Source: an optimization exercise on an open RTL-to-GDS flow (aim: small area). Production flows keep margins and buffers that such runs may drop. No functional check of the RTL was part of this run. Power is estimated from default activity; no workload was simulated.

$ cat flow/config.mk
export PLATFORM = sky130hd
export DESIGN_NAME = bang_channel
export DESIGN_NICKNAME = bang_channel
export VERILOG_FILES = /design/flow/design.v
export SDC_FILE = /design/flow/constraint.sdc
export NUM_CORES = 4
export LEC_CHECK = 0
export CAP_MARGIN = 20
export CORE_MARGIN = 2
export CORE_UTILIZATION = 30
export SLEW_MARGIN = 20
$ cat flow/constraint.sdc
create_clock -name core_clock -period 10.0 [get_ports {clk}]
set_input_delay 2.0000 -clock core_clock [delete_from_list [all_inputs] [get_ports {clk}]]
set_output_delay 2.0000 -clock core_clock [all_outputs]
set_load 0.01 [all_outputs]
$ cat flow/design.v
module bang_channel #(
    parameter CAP = 32                      
) (
    input  wire        clk,
    input  wire        rst,                 
    input  wire        tick,                
    input  wire        rx_in,               
    input  wire        rx_en_in,            
    output reg         tx_out,              
    output reg         tx_en,               
    output wire        tx_oe,               
    input  wire        cmd_valid,
    input  wire [7:0]  cmd_data,
    output wire        cmd_ready,
    output reg         resp_valid,
    output reg  [7:0]  resp_data,
    output wire [15:0] status
);
    localparam MAXPAY = CAP - 2;
    localparam TW     = $clog2(8 * CAP + 8);       
    localparam CW     = $clog2(8 * (CAP - 1) + 1);  
    localparam [3:0] S_NOTINIT  = 4'd0,  S_READY    = 4'd1,
                     S_RX_START = 4'd2,  S_RX_CHAR  = 4'd3,
                     S_RX_ACK   = 4'd4,  S_RX_CHK   = 4'd5,
                     S_RX_ABORT = 4'd6,  S_RX_ERR   = 4'd7,
                     S_RX_DONE  = 4'd8,  S_TX_START = 4'd9,
                     S_TX_CHAR  = 4'd10, S_TX_END   = 4'd11,
                     S_TX_ACK   = 4'd12, S_TX_ERR   = 4'd13,
                     S_TX_DONE  = 4'd14;
    localparam [4:0] PRE  = 5'b10101;    
    localparam [3:0] POST = 4'b0101;     
    localparam       LISTEN = 1'b1;
    function pre_bit(input [2:0] k);
        pre_bit = PRE[k];
    endfunction
    function post_bit(input [2:0] k);
        post_bit = POST[k];
    endfunction
    localparam [2:0] H_IDLE   = 3'd0, H_LEN  = 3'd1, H_PAY = 3'd2,
                     H_COMMIT = 3'd3, H_STAT = 3'd4, H_GET = 3'd5;
    reg [3:0]    state;
    reg [TW-1:0] tis;
    reg          initialized;
    reg          tx_ready;
    reg          tx_in_progress;
    reg [7:0]    rx_buf [0:CAP-1];
    reg [7:0]    rx_len;
    reg [7:0]    rx_shift;
    reg [7:0]    tx_buf [0:CAP-1];
    reg [7:0]    tx_len;
    reg [CW-1:0] tx_cursor;
    reg          put_wait;
    reg [2:0]    hstate;
    reg [7:0]    put_n;             
    reg [7:0]    put_idx;           
    reg          put_zero;          
    reg [7:0]    pend [0:MAXPAY-1];
    reg [7:0]    resp_hi;           
    reg [7:0]    get_cnt;           
    reg [7:0]    get_idx;
    assign status    = {rx_len, put_wait, tx_in_progress, tx_ready, initialized, state};
    assign tx_oe     = initialized;
    assign cmd_ready = (hstate == H_IDLE) || (hstate == H_LEN) || (hstate == H_PAY);
    wire cmd_fire = cmd_valid && cmd_ready;
    wire [2:0] p = tis[2:0];                          
    wire [7:0] tx_cur_byte = tx_buf[tx_cursor >> 3];
    wire       tx_bit      = tx_cur_byte[tx_cursor[2:0]];
    wire       tx_bit0     = tx_buf[0][0];
    reg [7:0] rx_fold;
    integer fi;
    always @* begin
        rx_fold = 8'h00;
        for (fi = 0; fi < CAP; fi = fi + 1)
            if (fi + 2 <= rx_len)
                rx_fold = rx_fold ^ rx_buf[fi];
    end
    wire [7:0] rx_last = rx_buf[rx_len - 8'd1];
    reg [7:0] pend_fold;
    integer pi;
    always @* begin
        pend_fold = 8'h00;
        for (pi = 0; pi < MAXPAY; pi = pi + 1)
            if (pi < put_n)
                pend_fold = pend_fold ^ pend[pi];
    end
    wire       put_last_len = (hstate == H_LEN) && (cmd_data == 8'd0);
    wire       put_last_pay = (hstate == H_PAY) && (put_idx == put_n - 8'd1);
    wire       put_end      = cmd_fire && (put_last_len || put_last_pay);
    wire       put_zero_all = put_zero || ((hstate == H_PAY) && (cmd_data == 8'd0));
    wire [7:0] put_len_now  = (hstate == H_LEN) ? cmd_data : put_n;
    wire       put_ok       = initialized && (put_len_now <= MAXPAY) && !put_zero_all;
    wire do_commit  = (hstate == H_COMMIT) && !tx_in_progress;
    wire do_begin   = cmd_fire && (hstate == H_IDLE) && (cmd_data == 8'h01) && !initialized;
    wire do_get     = cmd_fire && (hstate == H_IDLE) && (cmd_data == 8'h04) && (state == S_RX_DONE);
    wire do_issue   = put_end && put_ok;
    wire tick_step  = tick && (state != S_NOTINIT);
    integer i;
    always @(posedge clk) begin
        if (rst) begin
            state          <= S_NOTINIT;
            tis            <= {TW{1'b0}};
            initialized    <= 1'b0;
            tx_ready       <= 1'b0;
            tx_in_progress <= 1'b0;
            rx_len         <= 8'd0;
            rx_shift       <= 8'd0;
            tx_len         <= 8'd0;
            tx_cursor      <= {CW{1'b0}};
            tx_out         <= 1'b0;
            tx_en          <= 1'b0;
            put_wait       <= 1'b0;
        end else begin
            if (tick_step) begin
                case (state)
                S_READY: begin
                    if (rx_en_in && rx_in == pre_bit(0)) begin
                        rx_len   <= 8'd0;
                        rx_buf[0] <= 8'h00;
                        rx_shift <= 8'd0;
                        tx_out <= pre_bit(0); tx_en <= 1'b0;
                        state <= S_RX_START; tis <= 0;
                    end else if (!rx_en_in && tx_ready) begin
                        tx_out <= pre_bit(0); tx_en <= 1'b1;
                        tx_in_progress <= 1'b1;
                        tx_cursor <= 0;
                        state <= S_TX_START; tis <= 0;
                    end else begin
                        tx_out <= 1'b0; tx_en <= 1'b0;
                        tis <= tis + 1'b1;
                    end
                end
                S_RX_START: begin
                    if (!rx_en_in || rx_in != pre_bit(tis[2:0] + 3'd1)) begin
                        tx_out <= 1'b0; tx_en <= 1'b0;
                        state <= S_RX_ABORT; tis <= 0;
                    end else begin
                        tx_out <= pre_bit(tis[2:0] + 3'd1); tx_en <= 1'b0;
                        if (tis == 3) begin
                            state <= S_RX_CHAR; tis <= 0;
                        end else begin
                            tis <= tis + 1'b1;
                        end
                    end
                end
                S_RX_CHAR: begin
                    if (rx_en_in) begin
                        if (p != 3'd7) begin
                            rx_shift <= rx_shift | ({7'd0, rx_in} << p);
                            tx_out <= LISTEN; tx_en <= 1'b0;
                            tis <= tis + 1'b1;
                        end else if (rx_len == CAP - 1) begin
                            tx_out <= 1'b0; tx_en <= 1'b0;
                            state <= S_RX_ABORT; tis <= 0;
                        end else begin
                            rx_buf[rx_len]        <= rx_shift | ({7'd0, rx_in} << p);
                            rx_buf[rx_len + 8'd1] <= 8'h00;
                            rx_len   <= rx_len + 8'd1;
                            rx_shift <= 8'd0;
                            tx_out <= LISTEN; tx_en <= 1'b0;
                            tis <= tis + 1'b1;
                        end
                    end else begin
                        if (p == 3'd0 && rx_in == post_bit(0)) begin
                            tx_out <= post_bit(0); tx_en <= 1'b0;
                            state <= S_RX_ACK; tis <= 0;
                        end else begin
                            tx_out <= 1'b0; tx_en <= 1'b0;
                            state <= S_RX_ERR; tis <= 0;
                        end
                    end
                end
                S_RX_ACK: begin
                    if (rx_en_in) begin
                        tx_out <= 1'b0; tx_en <= 1'b0;
                        state <= S_RX_ABORT; tis <= 0;
                    end else if (rx_in != post_bit(tis[2:0] + 3'd1)) begin
                        tx_out <= 1'b0; tx_en <= 1'b0;
                        state <= S_RX_ERR; tis <= 0;
                    end else begin
                        tx_out <= post_bit(tis[2:0] + 3'd1); tx_en <= 1'b0;
                        if (tis == 2) begin
                            state <= S_RX_CHK; tis <= 0;
                        end else begin
                            tis <= tis + 1'b1;
                        end
                    end
                end
                S_RX_CHK: begin
                    tx_out <= 1'b0; tx_en <= 1'b0;
                    if (rx_len <= 8'd1) begin
                        state <= S_RX_ERR; tis <= 0;
                    end else if (rx_fold == rx_last) begin
                        rx_len <= rx_len - 8'd1;
                        rx_buf[rx_len - 8'd1] <= 8'h00;
                        state <= S_RX_DONE; tis <= 0;
                    end else begin
                        state <= S_RX_ERR; tis <= 0;
                    end
                end
                S_RX_ABORT, S_RX_ERR: begin
                    rx_len   <= 8'd0;
                    rx_buf[0] <= 8'h00;
                    rx_shift <= 8'd0;
                    tx_in_progress <= 1'b0;
                    tx_out <= 1'b0; tx_en <= 1'b0;
                    state <= S_READY; tis <= 0;
                end
                S_RX_DONE: begin
                    tx_out <= 1'b0; tx_en <= 1'b0;
                    if (rx_len == 8'd0 && !rx_en_in) begin
                        state <= S_READY; tis <= 0;
                    end else begin
                        tis <= tis + 1'b1;
                    end
                end
                S_TX_START: begin
                    if (rx_en_in || rx_in != pre_bit(tis[2:0])) begin
                        tx_cursor <= 0; tx_in_progress <= 1'b0;
                        tx_out <= 1'b0; tx_en <= 1'b0;
                        state <= S_READY; tis <= 0;
                    end else if (tis < 4) begin
                        tx_out <= pre_bit(tis[2:0] + 3'd1); tx_en <= 1'b1;
                        tis <= tis + 1'b1;
                    end else begin
                        tx_out <= tx_bit0; tx_en <= 1'b1;
                        tx_cursor <= 1;
                        state <= S_TX_CHAR; tis <= 0;
                    end
                end
                S_TX_CHAR: begin
                    if (rx_en_in) begin
                        tx_cursor <= 0; tx_in_progress <= 1'b0;
                        tx_out <= 1'b0; tx_en <= 1'b0;
                        state <= S_READY; tis <= 0;
                    end else if (rx_in != LISTEN) begin
                        tx_out <= 1'b0; tx_en <= 1'b0;
                        state <= S_TX_ERR; tis <= 0;
                    end else begin
                        tx_out <= tx_bit; tx_en <= 1'b1;
                        tx_cursor <= tx_cursor + 1'b1;
                        if ({3'd0, tx_cursor} + 1 == {tx_len, 3'b000}) begin
                            state <= S_TX_END; tis <= 0;
                        end else begin
                            tis <= tis + 1'b1;
                        end
                    end
                end
                S_TX_END: begin
                    tx_out <= post_bit(0); tx_en <= 1'b0;
                    state <= S_TX_ACK; tis <= 0;
                end
                S_TX_ACK: begin
                    if (rx_en_in || rx_in != post_bit(tis[2:0])) begin
                        tx_out <= 1'b0; tx_en <= 1'b0;
                        state <= S_TX_ERR; tis <= 0;
                    end else if (tis < 3) begin
                        tx_out <= post_bit(tis[2:0] + 3'd1); tx_en <= 1'b0;
                        tis <= tis + 1'b1;
                    end else begin
                        tx_out <= 1'b0; tx_en <= 1'b0;
                        state <= S_TX_DONE; tis <= 0;
                    end
                end
                S_TX_ERR: begin
                    tx_cursor <= 0; tx_in_progress <= 1'b0;
                    tx_out <= 1'b0; tx_en <= 1'b0;
                    state <= S_READY; tis <= 0;
                end
                S_TX_DONE: begin
                    tx_len <= 8'd0;
                    tx_cursor <= 0;
                    tx_ready <= 1'b0;
                    tx_in_progress <= 1'b0;
                    tx_out <= 1'b0; tx_en <= 1'b0;
                    state <= S_READY; tis <= 0;
                end
                default: ;
                endcase
            end
            if (do_begin) begin
                initialized    <= 1'b1;
                state          <= S_READY;
                tis            <= 0;
                rx_len         <= 8'd0;
                rx_buf[0]      <= 8'h00;
                rx_shift       <= 8'd0;
                tx_len         <= 8'd0;
                tx_cursor      <= 0;
                tx_ready       <= 1'b0;
                tx_in_progress <= 1'b0;
                tx_out         <= 1'b0;
                tx_en          <= 1'b0;
            end
            if (do_get)
                rx_len <= 8'd0;
            if (do_issue) begin
                tx_ready <= 1'b0;
                put_wait <= 1'b1;
            end
            if (do_commit) begin
                for (i = 0; i < CAP; i = i + 1) begin
                    if (i < MAXPAY && i < put_n)
                        tx_buf[i] <= pend[i];
                    else if (i == put_n)
                        tx_buf[i] <= pend_fold;
                end
                tx_len    <= put_n + 8'd1;
                tx_cursor <= 0;
                tx_ready  <= 1'b1;
                put_wait  <= 1'b0;
            end
        end
    end
    always @(posedge clk) begin
        if (rst) begin
            hstate     <= H_IDLE;
            resp_valid <= 1'b0;
            resp_data  <= 8'd0;
            put_n      <= 8'd0;
            put_idx    <= 8'd0;
            put_zero   <= 1'b0;
            resp_hi    <= 8'd0;
            get_cnt    <= 8'd0;
            get_idx    <= 8'd0;
        end else begin
            resp_valid <= 1'b0;
            case (hstate)
            H_IDLE: if (cmd_fire) begin
                case (cmd_data)
                8'h01: begin                                    
                    resp_valid <= 1'b1;
                    resp_data  <= initialized ? 8'h01 : 8'h00;
                end
                8'h02: hstate <= H_LEN;                         
                8'h03: begin                                    
                    resp_valid <= 1'b1;
                    resp_data  <= (state == S_RX_DONE && rx_len != 8'd0) ? 8'h01 : 8'h00;
                end
                8'h04: begin                                    
                    resp_valid <= 1'b1;
                    if (state == S_RX_DONE && rx_len != 8'd0) begin
                        resp_data <= rx_len;
                        get_cnt   <= rx_len;
                        get_idx   <= 8'd0;
                        hstate    <= H_GET;
                    end else begin
                        resp_data <= 8'h00;
                    end
                end
                8'h05: begin                                    
                    resp_valid <= 1'b1;
                    resp_data  <= status[7:0];
                    resp_hi    <= status[15:8];
                    hstate     <= H_STAT;
                end
                default: begin                                  
                    resp_valid <= 1'b1;
                    resp_data  <= 8'hFF;
                end
                endcase
            end
            H_LEN: if (cmd_fire) begin
                put_n    <= cmd_data;
                put_idx  <= 8'd0;
                put_zero <= 1'b0;
                if (cmd_data != 8'd0)
                    hstate <= H_PAY;
            end
            H_PAY: if (cmd_fire) begin
                if (put_idx < MAXPAY)
                    pend[put_idx] <= cmd_data;
                if (cmd_data == 8'd0)
                    put_zero <= 1'b1;
                put_idx <= put_idx + 8'd1;
            end
            H_COMMIT: if (do_commit) begin
                resp_valid <= 1'b1;
                resp_data  <= 8'h00;
                hstate     <= H_IDLE;
            end
            H_STAT: begin
                resp_valid <= 1'b1;
                resp_data  <= resp_hi;
                hstate     <= H_IDLE;
            end
            H_GET: begin
                resp_valid <= 1'b1;
                resp_data  <= rx_buf[get_idx];
                get_idx    <= get_idx + 8'd1;
                if (get_idx + 8'd1 == get_cnt)
                    hstate <= H_IDLE;
            end
            default: hstate <= H_IDLE;
            endcase
            if (put_end) begin
                if (put_ok) begin
                    hstate <= H_COMMIT;
                end else begin
                    hstate     <= H_IDLE;
                    resp_valid <= 1'b1;
                    resp_data  <= !initialized ? 8'h02 :
                                  (put_len_now > MAXPAY) ? 8'h03 : 8'h04;
                end
            end
        end
    end
endmodule
$ cat flow/run.sh
#!/bin/bash
# synth_recipe.tcl (not shown) runs the flow's synth.tcl, then flattens the netlist and writes it again
# the make line also repeats each setting of config.mk as NAME=value (left out here)
make -C /OpenROAD-flow-scripts/flow DESIGN_CONFIG=/design/flow/config.mk WORK_HOME=/design/flow/orfs CLKGATE_MAP_FILE= SYNTH_SCRIPT=/design/flow/synth_recipe.tcl finish
==> summary.txt <==
Peak supply drop=0.1713 mV; vias in the first global route=37880; worst-path cell chain=inv_1 > ha_2 > buf_4 > buf_4 > mux4_2 > and3_1 > a211oi_1 > nor4b_1 > xor3_1 > xnor3_1 > xnor3_1 > nor4_4 > nand4_4 > or3_1 > nand2_4 > buf_4 > o21ai_0 > a21oi_1; Synth Register Bits=861; asr flop ratio synth=0; max-slew violations=0; sequential fraction of the synthesis area=0.4580; TritonCTS buffer count=89; post-CTS resize count=0; chip height=406.0 µm; clock root buffer=clkbuf_16; Post-Place Cells=6810; Crit. End Element=flip-flop; number of max-cap violations=0; final worst-path cycle share=0.7680; Final Hold Viols=0; CP required=10.63 ns; Synth area leader=edfxtp_1; final net count=4780; Net Count, Synth=4862; total number of vias=42470; stages on the worst setup path=18; # H-tree levels=3; width of the chip=406.0 µm; status=no timing/DRC/antenna violations; Total Negative Setup Slacks=0 ns; Hold Path Class=reg -> reg; CP delay by family, top=simple AND/OR/NAND/NOR gates; Warnings, synthesis=2; power density cells=150.4 nW/µm²; fraction of layout cells with a size suffix above 1=0.1042; # IOs=43; initial antenna violation count=12; worst-margin pin slew=1.211 ns; post-synthesis cell count=4825; Worst EP arrival=8.31 ns; RSZ-0062 raised after global routing=no; synth-to-layout area growth=11.71%; Post-synth EDFFs=496; Max Clock Freq=130.2 MHz; Worst path most repeated cell=buf_4; Clock Skew=0.06819 ns; clock sink count=861; hpwl dp=162500 µm; CTS tree=yes; non-filler instance count after layout=6981; final design utilization=0.3372; crit path launch type=flip-flop; wire length per cell=31.68 µm; Max Root-Sink Buffers=3; cts hold-fix bufs=0; Avg Synthesized Cell Area=10.05 µm²; cell area after synthesis=48470 µm²; setup ws final=2.320 ns; Cell variety after synth=104; Pre-antenna DRT Iters=6; WP buf/inv=4; Top FF cell, synth=edfxtp_1; GRT Total Usage=0.2608; clock period minus final worst setup slack=7.680 ns; DR iter-0 viols=6791; gp weighted congestion=1.069; largest net degree at the start of global routing=97; Clock Latency Late Sink=0.76 ns; ranking of synthesized cells by area=edfxtp_1 (31%), dfxtp_1 (15%), mux4_2 (5.9%); drt drc=0; std cell rows=147; Pleak=17.57 nW; Port Buffer Count=42; crit path kind=reg -> reg; Hold Path Depth=2; post-route ant nets=0; Via density=6.084; die area=164800 µm²; Fin Hold WS=0.4574 ns; worst reg2reg path depth=18; dpl ws=2.533 ns; Post CTS Setup Buffer Count=0; initial core utilization=0.3019; Worst path slowest cell=nand2_4; Crit Path Max Fanout=96; core area=160600 µm²; Clock transition at path regs=0.06 ns; first-pass GRT wire length=304800 µm; WL final=221200 µm; global route overflow=0; Setup-failing EPs final=0; largest stage delay on the critical path=0.89 ns; Slew headroom=0.1898; top cell type's share of synthesized area=0.3073
==> sequential cells by signal (all words and copies together), names as in the netlist, 3 cells and up, named ones only <==
signal and count:
get_idx 8, rx_buf 256, hstate 3, tis 9
state 4, put_n 8, tx_len 8, pend 240
resp_hi 8, rx_len 8, put_idx 8, tx_buf 256
resp_data 8, rx_shift 8, get_cnt 8, tx_cursor 8
==> power breakdown <==
part           switching, mW  internal [mW]
Combinational          0.564          0.218
Sequential           0.00618           3.89
Clock                   1.57           1.90
Total                   2.14           6.00
==> metrics by stage <==
stage                     cell area (µm²)  power [mW]
after CTS                           54090       8.125
after detailed placement            51090       4.717
after floorplan                     48470       4.372
after global placement              51080       4.700
after global routing                54140       8.331
final                               54150       8.145
==> path summary, 6_finish.rpt <==
check                               from                         end  slack, ns
setup / recovery  rx_len[0]$_SDFFE_PP0P_  rx_buf[18][0]$_SDFFE_PP0P_       2.32
hold / removal    tx_len[6]$_SDFFE_PP0P_      tx_len[6]$_SDFFE_PP0P_       0.46
setup reg to reg  rx_len[0]$_SDFFE_PP0P_  rx_buf[18][0]$_SDFFE_PP0P_       2.32
hold reg to reg   tx_len[6]$_SDFFE_PP0P_      tx_len[6]$_SDFFE_PP0P_       0.46
==> routing by layer <==
metal  track usage  share of wire  vias up
met5             0        0.00068        -
met4        0.1213          0.054        6
met3       0.07038           0.13      496
met2        0.3779           0.42     3138
met1        0.3597           0.40    21200
li1              -              -    17630
==> cell usage after synthesis (all sizes together), types with 37 or more instances <==
cell,count
dfxtp,365
xor2,108
nor2,500
mux2i,186
xnor2,278
mux4,145
o21ai,516
a31oi,38
nor3,42
and3,37
inv,40
edfxtp,496
a21oi,328
buf,97
nand3,214
nand2,549
a221oi,59
clkbuf,234
a22oi,43
==> logic make-up (layout without fill, tap and decap cells) <==
| kind of cell | count (synthesis) | after routing | share of synthesized area |
|---|---|---|---|
| AOI/OAI and AO/OA | 1257 | 1257 | 0.1627 |
| DFF | 861 | 861 | 0.4580 |
| adders and majority gates | 23 | 23 | 0.005937 |
| other | 0 | 5 | 0 |
| muxes | 334 | 334 | 0.1078 |
| and+or+nand+nor | 1561 | 1561 | 0.1469 |
| xor gates and xnor gates | 416 | 416 | 0.08371 |
| buffers and inverters | 373 | 364 | 0.03495 |
==> tightest hold or removal path: stages, from the launching register on <==
cell and delay (ns):
dfxtp_1 0.33, nand2_1 0.04, o21ai_0 0.05
==> layout make-up <==
class	count	area (µm²)
fillers	16200	106400
multi-input cells	3591	24770
flip-flops and latches	861	22210
well taps	2160	2703
clock buffers	110	2376
repair buffers	158	1296
clock inverters	54	619.3
inverters	42	157.7
diodes	5	12.51
==> cell usage in the layout (no fill, tap or decap), types with 16 or more instances in the layout <==
master and n:
xnor3_1 29, nor2b_1 27, and2_1 23, nand3_1 214
mux2i_1 186, nor2_1 486, clkdlybuf4s50_1 34, o21a_1 27
xor2_1 106, o211ai_1 24, inv_1 37, clkbuf_16 89
clkinv_1 18, nor3_1 36, mux4_2 127, a221oi_1 51
edfxtp_1 496, mux4_1 17, clkinv_2 16, nand2b_1 27
a22o_1 27, o21ai_0 487, ha_1 22, nand2_1 545
xnor2_1 272, a211oi_1 24, nand4_1 31, o21ai_1 27
and3_1 37, o22ai_1 34, a31oi_1 38, a21oi_1 325
dfxtp_1 359, buf_4 113, a22oi_1 43, or3_1 16

==> static timing again, ports no longer ideal <==
No port has a modelled driver above. Below, the same layout with a new extraction and two added sets of constraints.
Step 1 assumes that a clkbuf_16 drives the clock port and a buf_2 every other input.
Step 2 adds t to the input delays and takes it off the output delays; t is the mean of the earliest and latest rising clock arrival at the registers after step 1. Input paths then give back, and output paths get back, about the clock's delay inside the block.
a / b / c = no drivers / after step 1 / after step 2; a / b = the first two.
shift t [ns]: 0.803
setup slack, ns: 2.320 / 2.320 / 2.320
hold WS [ns]: 0.457 / 0.457 / 0.457
worst register clock-pin slew, ns: 0.07 / 0.07
After both steps this run still meets setup and hold. For this run, drivers alone change the setup slack by 0.000 ns; drivers and shift together by 0.000 ns.
